This is an optimization exercise on Yosys and OpenROAD, whose aim is small area, not a production implementation. Only simulation tests tie the RTL to the original design; equivalence was not proved. No activity file was given, so power comes from the tool's default toggle rates.

<file path="design/flow/constraint.sdc">
create_clock -name core_clock -period 30.0 [get_ports {clk}]
set_input_delay 6.0000 -clock core_clock [delete_from_list [all_inputs] [get_ports {clk}]]
set_output_delay 6.0000 -clock core_clock [all_outputs]
set_load 0.01 [all_outputs]
</file>
<file path="design/flow/run.sh">
#!/bin/bash
# synth_recipe.tcl (not shown) runs the flow's synth.tcl, then flattens the netlist and writes it again
# the make line also repeats each setting of config.mk as NAME=value (left out here)
make -C /OpenROAD-flow-scripts/flow DESIGN_CONFIG=/design/flow/config.mk WORK_HOME=/design/flow/orfs CLKGATE_MAP_FILE= SYNTH_SCRIPT=/design/flow/synth_recipe.tcl finish
</file>
<file path="design/flow/config.mk">
export PLATFORM = sky130hd
export DESIGN_NAME = trace_codec
export DESIGN_NICKNAME = trace_codec
export VERILOG_FILES = /design/flow/design.v
export SDC_FILE = /design/flow/constraint.sdc
export NUM_CORES = 4
export LEC_CHECK = 0
export CAP_MARGIN = 20
export CORE_MARGIN = 2
export CORE_UTILIZATION = 40
export SLEW_MARGIN = 20
</file>
<file path="design/flow/design.v">
module trace_pack (
    input  wire        clk,
    input  wire        rst,
    input  wire        instruction_valid,
    input  wire        branch_taken,
    input  wire [31:0] branch_target,
    input  wire        trap,
    input  wire        is_return,
    input  wire        is_indirect_jump,
    input  wire        retire_valid,
    input  wire        writeback_valid,
    input  wire [4:0]  writeback_register,
    input  wire [31:0] writeback_value,
    input  wire        breakpoint_valid,
    input  wire [3:0]  breakpoint_reason,
    output reg         seq_valid,
    output reg  [2:0]  seq,
    output reg         nonseq_valid,
    output reg  [1:0]  nonseq,
    output reg         bkpt_valid,
    output reg  [3:0]  bkpt,
    output reg         data_valid,
    output reg         data_reason,
    output reg  [39:0] data,
    output reg  [2:0]  data_pairs       
);
    reg [2:0] pending_seq;
    wire nsq         = instruction_valid &
                       (trap | is_return | is_indirect_jump | branch_taken);
    wire bk          = breakpoint_valid;
    wire wb          = retire_valid & writeback_valid;
    wire pcl         = nsq;
    wire interesting = nsq | bk | wb;
    wire plain       = instruction_valid & ~interesting;
    reg [1:0] rr;
    always @* begin
        if (trap)                  rr = 2'd0;
        else if (is_return)        rr = 2'd1;
        else if (is_indirect_jump) rr = 2'd2;
        else                       rr = 2'd3;
    end
    wire flush = (pending_seq != 3'd0) &
                 (interesting | (plain & (pending_seq == 3'd7)));
    always @* begin
        seq_valid    = flush;
        seq          = flush ? pending_seq : 3'd0;
        nonseq_valid = nsq;
        nonseq       = nsq ? rr : 2'd0;
        bkpt_valid   = bk;
        bkpt         = bk ? breakpoint_reason : 4'd0;
        data_valid   = 1'b0;
        data_reason  = 1'b0;
        data         = 40'd0;
        if (pcl) begin
            data_valid  = 1'b1;
            data_reason = 1'b0;
            data        = {8'd0, branch_target};
        end else if (wb) begin
            data_valid  = 1'b1;
            data_reason = 1'b1;
            data        = {3'd0, writeback_value, writeback_register};
        end
        if (data[39:32] != 8'd0)      data_pairs = 3'd5;
        else if (data[31:24] != 8'd0) data_pairs = 3'd4;
        else if (data[23:16] != 8'd0) data_pairs = 3'd3;
        else if (data[15:8] != 8'd0)  data_pairs = 3'd2;
        else if (data[7:0] != 8'd0)   data_pairs = 3'd1;
        else                          data_pairs = 3'd0;
    end
    always @(posedge clk) begin
        if (rst)
            pending_seq <= 3'd0;
        else if (interesting)
            pending_seq <= 3'd0;
        else if (plain)
            pending_seq <= (pending_seq == 3'd7) ? 3'd1 : pending_seq + 3'd1;
    end
endmodule
module trace_encode (
    input  wire        seq_valid,
    input  wire [2:0]  seq,
    input  wire        nonseq_valid,
    input  wire [1:0]  nonseq,
    input  wire        bkpt_valid,
    input  wire [3:0]  bkpt,
    input  wire        data_valid,
    input  wire        data_reason,
    input  wire [39:0] data,
    input  wire [2:0]  data_pairs,
    output reg  [4:0]  count,
    output reg  [63:0] nybble_data
);
    reg [4:0]  pos;
    reg [39:0] payload;
    integer    j;
    always @* begin
        nybble_data = 64'd0;
        pos         = 5'd0;
        payload     = 40'd0;
        if (seq_valid) begin
            nybble_data = nybble_data | ({60'd0, 1'b0, seq} << (4 * pos));
            pos = pos + 5'd1;
        end
        if (nonseq_valid) begin
            nybble_data = nybble_data | ({60'd0, 2'b10, nonseq} << (4 * pos));
            pos = pos + 5'd1;
        end
        if (bkpt_valid) begin
            nybble_data = nybble_data | ({56'd0, bkpt, 4'b1101} << (4 * pos));
            pos = pos + 5'd2;
        end
        if (data_valid) begin
            for (j = 0; j < 40; j = j + 1)
                payload[j] = (j < 8 * data_pairs) ? data[j] : 1'b0;
            nybble_data = nybble_data |
                          ({16'd0, payload, data_reason, data_pairs, 4'b1100} << (4 * pos));
            pos = pos + 5'd2 + {1'b0, data_pairs, 1'b0};
        end
        count = pos;
    end
endmodule
module trace_decode (
    input  wire [63:0] window,
    input  wire [4:0]  avail,             
    output reg         ok,
    output reg  [1:0]  fault,             
    output reg  [4:0]  consumed,
    output reg         seq_valid,
    output reg  [2:0]  seq,
    output reg         branch_taken,
    output reg         trap,
    output reg         is_return,
    output reg         is_indirect_jump,
    output reg         pc_valid,
    output reg  [31:0] program_counter,
    output reg         writeback_valid,
    output reg  [4:0]  writeback_register,
    output reg  [31:0] writeback_value,
    output reg         breakpoint_valid,
    output reg  [3:0]  breakpoint_reason
);
    localparam F_NONE     = 2'd0;
    localparam F_RESERVED = 2'd1;
    localparam F_TRUNC    = 2'd2;
    localparam F_BADLEN   = 2'd3;
    function [3:0] nyb;
        input [63:0] w;
        input [4:0]  idx;
        begin
            nyb = w[4 * idx[3:0] +: 4];
        end
    endfunction
    reg [4:0]  i;
    reg [1:0]  stage;
    reg        done;
    reg [3:0]  t;
    reg [3:0]  rnnn;
    reg [2:0]  k;
    reg [63:0] shifted;
    reg [39:0] value;
    integer    it, j;
    always @* begin
        ok                 = 1'b0;
        fault              = F_NONE;
        consumed           = 5'd0;
        seq_valid          = 1'b0;
        seq                = 3'd0;
        branch_taken       = 1'b0;
        trap               = 1'b0;
        is_return          = 1'b0;
        is_indirect_jump   = 1'b0;
        pc_valid           = 1'b0;
        program_counter    = 32'd0;
        writeback_valid    = 1'b0;
        writeback_register = 5'd0;
        writeback_value    = 32'd0;
        breakpoint_valid   = 1'b0;
        breakpoint_reason  = 4'd0;
        i       = 5'd0;
        stage   = 2'd0;
        done    = 1'b0;
        t       = 4'd0;
        rnnn    = 4'd0;
        k       = 3'd0;
        shifted = 64'd0;
        value   = 40'd0;
        if (avail == 5'd0) begin
            done = 1'b1;
        end else if (nyb(window, 5'd0) == 4'b0000) begin
            ok       = 1'b1;
            consumed = 5'd1;
            done     = 1'b1;
        end else if (nyb(window, 5'd0) >= 4'b1110) begin
            fault = F_RESERVED;
            done  = 1'b1;
        end else begin
            ok = 1'b1;
            for (it = 0; it < 4; it = it + 1) begin
                if (!done) begin
                    if (i >= avail) begin
                        done = 1'b1;
                    end else begin
                        t = nyb(window, i);
                        if (t != 4'b0000 && t[3] == 1'b0 && stage == 2'd0) begin
                            seq_valid = 1'b1;
                            seq       = t[2:0];
                            i         = i + 5'd1;
                            stage     = 2'd1;
                        end else if (t[3:2] == 2'b10 && stage <= 2'd1) begin
                            trap             = (t[1:0] == 2'd0);
                            is_return        = (t[1:0] == 2'd1);
                            is_indirect_jump = (t[1:0] == 2'd2);
                            branch_taken     = (t[1:0] == 2'd3);
                            i                = i + 5'd1;
                            stage            = 2'd2;
                        end else if (t == 4'b1101 && stage <= 2'd2) begin
                            if (i + 5'd1 >= avail) begin
                                fault = F_TRUNC;
                                done  = 1'b1;
                            end else begin
                                breakpoint_valid  = 1'b1;
                                breakpoint_reason = nyb(window, i + 5'd1);
                                i                 = i + 5'd2;
                                stage             = 2'd3;
                            end
                        end else if (t == 4'b1100) begin
                            done = 1'b1;
                            if (i + 5'd1 >= avail) begin
                                fault = F_TRUNC;
                            end else begin
                                rnnn = nyb(window, i + 5'd1);
                                k    = rnnn[2:0];
                                if (k > 3'd5) begin
                                    fault = F_BADLEN;
                                end else if (i + 5'd2 + {1'b0, k, 1'b0} > avail) begin
                                    fault = F_TRUNC;
                                end else begin
                                    shifted = window >> (4 * (i + 5'd2));
                                    for (j = 0; j < 40; j = j + 1)
                                        value[j] = (j < 8 * k) ? shifted[j] : 1'b0;
                                    if (rnnn[3] == 1'b0) begin
                                        pc_valid        = 1'b1;
                                        program_counter = value[31:0];
                                    end else begin
                                        writeback_valid    = 1'b1;
                                        writeback_register = value[4:0];
                                        writeback_value    = value[36:5];
                                    end
                                    i = i + 5'd2 + {1'b0, k, 1'b0};
                                end
                            end
                        end else begin
                            done = 1'b1;
                        end
                    end
                end
            end
            if (fault != F_NONE)
                ok = 1'b0;
            else
                consumed = i;
        end
    end
endmodule
module trace_codec (
    input  wire        clk,
    input  wire        rst,
    input  wire        instruction_valid,
    input  wire        branch_taken,
    input  wire [31:0] branch_target,
    input  wire        trap,
    input  wire        is_return,
    input  wire        is_indirect_jump,
    input  wire        retire_valid,
    input  wire        writeback_valid,
    input  wire [4:0]  writeback_register,
    input  wire [31:0] writeback_value,
    input  wire        breakpoint_valid,
    input  wire [3:0]  breakpoint_reason,
    output reg  [4:0]  enc_count,
    output reg  [63:0] enc_data,
    input  wire [63:0] dec_window,
    input  wire [4:0]  dec_avail,
    output reg         dec_ok,
    output reg  [1:0]  dec_fault,
    output reg  [4:0]  dec_consumed,
    output reg         dec_seq_valid,
    output reg  [2:0]  dec_seq,
    output reg         dec_branch_taken,
    output reg         dec_trap,
    output reg         dec_is_return,
    output reg         dec_is_indirect_jump,
    output reg         dec_pc_valid,
    output reg  [31:0] dec_program_counter,
    output reg         dec_writeback_valid,
    output reg  [4:0]  dec_writeback_register,
    output reg  [31:0] dec_writeback_value,
    output reg         dec_breakpoint_valid,
    output reg  [3:0]  dec_breakpoint_reason
);
    wire        p_seq_valid, p_nonseq_valid, p_bkpt_valid, p_data_valid, p_data_reason;
    wire [2:0]  p_seq, p_data_pairs;
    wire [1:0]  p_nonseq;
    wire [3:0]  p_bkpt;
    wire [39:0] p_data;
    trace_pack u_pack (
        .clk                (clk),
        .rst                (rst),
        .instruction_valid  (instruction_valid),
        .branch_taken       (branch_taken),
        .branch_target      (branch_target),
        .trap               (trap),
        .is_return          (is_return),
        .is_indirect_jump   (is_indirect_jump),
        .retire_valid       (retire_valid),
        .writeback_valid    (writeback_valid),
        .writeback_register (writeback_register),
        .writeback_value    (writeback_value),
        .breakpoint_valid   (breakpoint_valid),
        .breakpoint_reason  (breakpoint_reason),
        .seq_valid          (p_seq_valid),
        .seq                (p_seq),
        .nonseq_valid       (p_nonseq_valid),
        .nonseq             (p_nonseq),
        .bkpt_valid         (p_bkpt_valid),
        .bkpt               (p_bkpt),
        .data_valid         (p_data_valid),
        .data_reason        (p_data_reason),
        .data               (p_data),
        .data_pairs         (p_data_pairs)
    );
    wire [4:0]  e_count;
    wire [63:0] e_data;
    trace_encode u_encode (
        .seq_valid    (p_seq_valid),
        .seq          (p_seq),
        .nonseq_valid (p_nonseq_valid),
        .nonseq       (p_nonseq),
        .bkpt_valid   (p_bkpt_valid),
        .bkpt         (p_bkpt),
        .data_valid   (p_data_valid),
        .data_reason  (p_data_reason),
        .data         (p_data),
        .data_pairs   (p_data_pairs),
        .count        (e_count),
        .nybble_data  (e_data)
    );
    wire        d_ok, d_seq_valid, d_branch_taken, d_trap, d_is_return, d_is_indirect_jump;
    wire        d_pc_valid, d_writeback_valid, d_breakpoint_valid;
    wire [1:0]  d_fault;
    wire [4:0]  d_consumed, d_writeback_register;
    wire [2:0]  d_seq;
    wire [31:0] d_program_counter, d_writeback_value;
    wire [3:0]  d_breakpoint_reason;
    trace_decode u_decode (
        .window             (dec_window),
        .avail              (dec_avail),
        .ok                 (d_ok),
        .fault              (d_fault),
        .consumed           (d_consumed),
        .seq_valid          (d_seq_valid),
        .seq                (d_seq),
        .branch_taken       (d_branch_taken),
        .trap               (d_trap),
        .is_return          (d_is_return),
        .is_indirect_jump   (d_is_indirect_jump),
        .pc_valid           (d_pc_valid),
        .program_counter    (d_program_counter),
        .writeback_valid    (d_writeback_valid),
        .writeback_register (d_writeback_register),
        .writeback_value    (d_writeback_value),
        .breakpoint_valid   (d_breakpoint_valid),
        .breakpoint_reason  (d_breakpoint_reason)
    );
    always @(posedge clk) begin
        if (rst) begin
            enc_count              <= 5'd0;
            enc_data               <= 64'd0;
            dec_ok                 <= 1'b0;
            dec_fault              <= 2'd0;
            dec_consumed           <= 5'd0;
            dec_seq_valid          <= 1'b0;
            dec_seq                <= 3'd0;
            dec_branch_taken       <= 1'b0;
            dec_trap               <= 1'b0;
            dec_is_return          <= 1'b0;
            dec_is_indirect_jump   <= 1'b0;
            dec_pc_valid           <= 1'b0;
            dec_program_counter    <= 32'd0;
            dec_writeback_valid    <= 1'b0;
            dec_writeback_register <= 5'd0;
            dec_writeback_value    <= 32'd0;
            dec_breakpoint_valid   <= 1'b0;
            dec_breakpoint_reason  <= 4'd0;
        end else begin
            enc_count              <= e_count;
            enc_data               <= e_data;
            dec_ok                 <= d_ok;
            dec_fault              <= d_fault;
            dec_consumed           <= d_consumed;
            dec_seq_valid          <= d_seq_valid;
            dec_seq                <= d_seq;
            dec_branch_taken       <= d_branch_taken;
            dec_trap               <= d_trap;
            dec_is_return          <= d_is_return;
            dec_is_indirect_jump   <= d_is_indirect_jump;
            dec_pc_valid           <= d_pc_valid;
            dec_program_counter    <= d_program_counter;
            dec_writeback_valid    <= d_writeback_valid;
            dec_writeback_register <= d_writeback_register;
            dec_writeback_value    <= d_writeback_value;
            dec_breakpoint_valid   <= d_breakpoint_valid;
            dec_breakpoint_reason  <= d_breakpoint_reason;
        end
    end
endmodule
</file>
==> flow_metrics.tcl <==
set metrics [dict create \
    fin_cells 3681 \
    final_common_cell "nand2_1" \
    clkTransAtPathRegs_ps 70 \
    synth_cells 2867 \
    wl_per_cell_um 32.26 \
    power.density_nw_per_um2 51.08 \
    syn-cell-area_sq_um 19610 \
    slew_headroom_pct 20.88 \
    gp_congestion 1.067 \
    drt_iter0_drc 4058 \
    die_w_um 225.4 \
    async_flop_share_pct 0 \
    synth_area_leaders "dfxtp_1 (17%), nand2_1 (9.5%), mux2i_1 (8.1%)" \
    antenna_found_initial 3 \
    endpoint_kind "register" \
    cpMaxStageDelayCell "xnor2_1" \
    drt_wl_total_um 118800 \
    insertion_delay_ps 480 \
    post_dp_cell_area_sq_um 23350 \
    worst-r2r-cell-count 12 \
    yosysTopAreaCellShare_pct 16.74 \
    synth_largest_area_cell "dfxtp_1" \
    crit_path_frequent_cell "ha_1" \
    core_sq_um 48650 \
    cts.path.max_buffers 2 \
    grt_pass1_wl_um 166200 \
    worstSetupPathType "input pin to register" \
    hpwl_um 88620 \
    cp-start-kind "input pin" \
    crit_arrival_ps 26030 \
    timing.fmax_ghz 0.03900 \
    finalNetCount 3271 \
    cts_resized 0 \
    cts_max_level 4 \
    fillers 4979 \
    die_area_sq_um 50810 \
    port_buffers 312 \
    layout_common_cells "nand2_1 (496), clkdlybuf4s50_1 (312), nor2_1 (303)" \
    io_pins 313 \
    skew_ps 14.48 \
    path_max_fanout 58 \
    numCtsBuffers 17 \
    hold_buffers 0 \
    ant_nets 0 \
    max_stage_delay_ps 870 \
    timing.final.crit_period_ps 25640 \
    yosysWarningCount 4 \
    final_core_util_pct 49.21 \
    area_growth_pct 22.08 \
    vias 25480 \
    yosysUniqueCellTypes 111 \
    fp-row-count 81 \
    die_h_um 225.4 \
    rsz0062_at_grt "false" \
    yosysSeqAreaShare_pct 16.74 \
    hold_viol_final 0 \
    clock_sinks 164 \
    min_period_over_period_pct 85.47 \
    leakagePower_nw 9.366 \
    final.setup.tns_ps 0 \
    maxCapViolCount 0 \
    crit_required_ps 30390 \
    dr.pass1.iters 8 \
    drive_above_1_share_pct 8.895 \
    cts-root-buf "clkbuf_16" \
    whs_ps 581.1 \
    synth_area_per_cell_sq_um 6.839 \
    drv_slew 0 \
    hp-class "register to register" \
    drc 0 \
    grt_max_degree 76 \
    irDropWorstVdd_uv 27.78 \
    overflow 0 \
    track_usage_pct 45.25 \
    hold_path_depth 2 \
    ys_ff_latch 164 \
    synth_edf_count 0 \
    synth_fp_nets 3093 \
    tightest_slew_ps 1154 \
    place_inst 3648 \
    viasPerCell 6.922 \
    tritoncts "done" \
    synth_ff_type "dfxtp_1" \
    initial_core_util_pct 40.31 \
    finalSetupViolCount 0 \
    postCtsSetupRepairBufs 0 \
    fin_area_sq_um 23940 \
    first_global_vias 23370 \
    status "finished clean" \
]
==> synth_stat cells, types with 29 or more instances <==
master,n
buf_1,35
nand3_1,107
nor2_1,306
dfxtp_1,164
clkbuf_1,201
nand2_1,496
ha_1,73
a31oi_1,52
inv_1,53
a21oi_1,266
mux2i_1,159
a211oi_1,66
o211ai_1,51
a22o_1,39
o21a_1,29
nor3_1,57
o21ai_0,151
==> power breakdown <==
part | internal (W) | switching, W
clock network | 0.000111 | 0.000109
logic | 0.000253 | 0.000522
registers | 0.000225 | 0.00000279
total | 0.000589 | 0.000634
==> state kept, by name (all words and copies together) (netlist names), 2 cells and up <==
signal,count
dec_fault,2
dec_consumed,5
dec_writeback_value,32
dec_seq,3
u_pack.pending_seq,3
enc_data,64
dec_breakpoint_reason,4
dec_program_counter,32
dec_writeback_register,5
enc_count,5
==> metrics by stage <==
step	setup slack, ps	total power (W)
6_report	4358	0.001223
5_1_grt	3510	0.001264
4_1_cts	5078	0.001188
3_5_place_dp	4620	0.0009658
3_3_place_gp	5241	0.0009628
2_1_floorplan	6280	0.0006878
==> worst max-delay path: cells and delay by family <==
family	cells	cell delay, ps
AO/OA/AOI/OAI	20	4960
AND/OR/NAND/NOR	22	4700
buffers and inverters	11	3740
adder cells (fa/ha/maj)	10	3360
multiplexers	5	1990
XOR/XNOR	2	1200
==> path summary, 6_finish.rpt <==
check	startpoint	endpoint	slack, ps
worst max-delay path	dec_window[6]	dec_program_counter[27]	4360
worst min-delay path	u_pack.pending_seq[2]	u_pack.pending_seq[2]	580
worst max register to register	u_pack.pending_seq[0]	enc_data[6]	25800
worst min register to register	u_pack.pending_seq[2]	u_pack.pending_seq[2]	580
==> kinds of logic after synthesis <==
kind of cell | Yosys count | synth area share, %
xor gates and xnor gates | 20 | 1.104
muxes | 214 | 13.13
buffers and inverters | 329 | 6.649
AOI/OAI and AO/OA | 902 | 31.23
adders and majority gates | 76 | 4.862
and+or+nand+nor | 1162 | 26.28
DFF | 164 | 16.74
==> layer usage <==
layer | global-route usage, % | wire length, um | vias up
met5 | 0 | 0 | -
met4 | 31.32 | 9814 | 0
met3 | 13.05 | 15710 | 503
met2 | 66.14 | 48690 | 2066
met1 | 57.16 | 44540 | 12030
li1 | - | - | 10880
==> layout make-up <==
type                       instances  area (sq um)  share of cell area (%)
clock buffer                      17         425.4                   1.777
clock inverter                    15         163.9                  0.6847
antenna                            1         2.502                 0.01045
sequential                       164          3283                   13.71
timing repair buffer             419          3926                   16.40
inverter                          69         270.3                   1.129
tap                              622         778.2                   3.251
multi-input combinational       2374         15090                   63.03

-- what the ideal ports hide --
In the flow no input, the clock included, has a driving cell. The finished layout below was timed again as built, in two steps. Step 1: set_driving_cell puts a clkbuf_16 on clk and a buf_2 on each other input, an assumption about the parent block. Step 2 also shifts input and output timing later by t, the mid clock arrival at the registers, as if the neighbouring blocks saw the same clock. Slacks: ideal / step 1 / step 2; pairs: ideal / step 1.
t, ns: 0.518
setup WS [ns]: 4.358 / 4.383 / 3.866
slew at the worst register clock pin (ns): 0.08 / 0.08
worst slew at a driven data input, ns: 0.06
After both steps setup and hold are still met in this run. For this run, drivers alone change the setup slack by +0.025 ns; drivers and shift together by -0.492 ns.
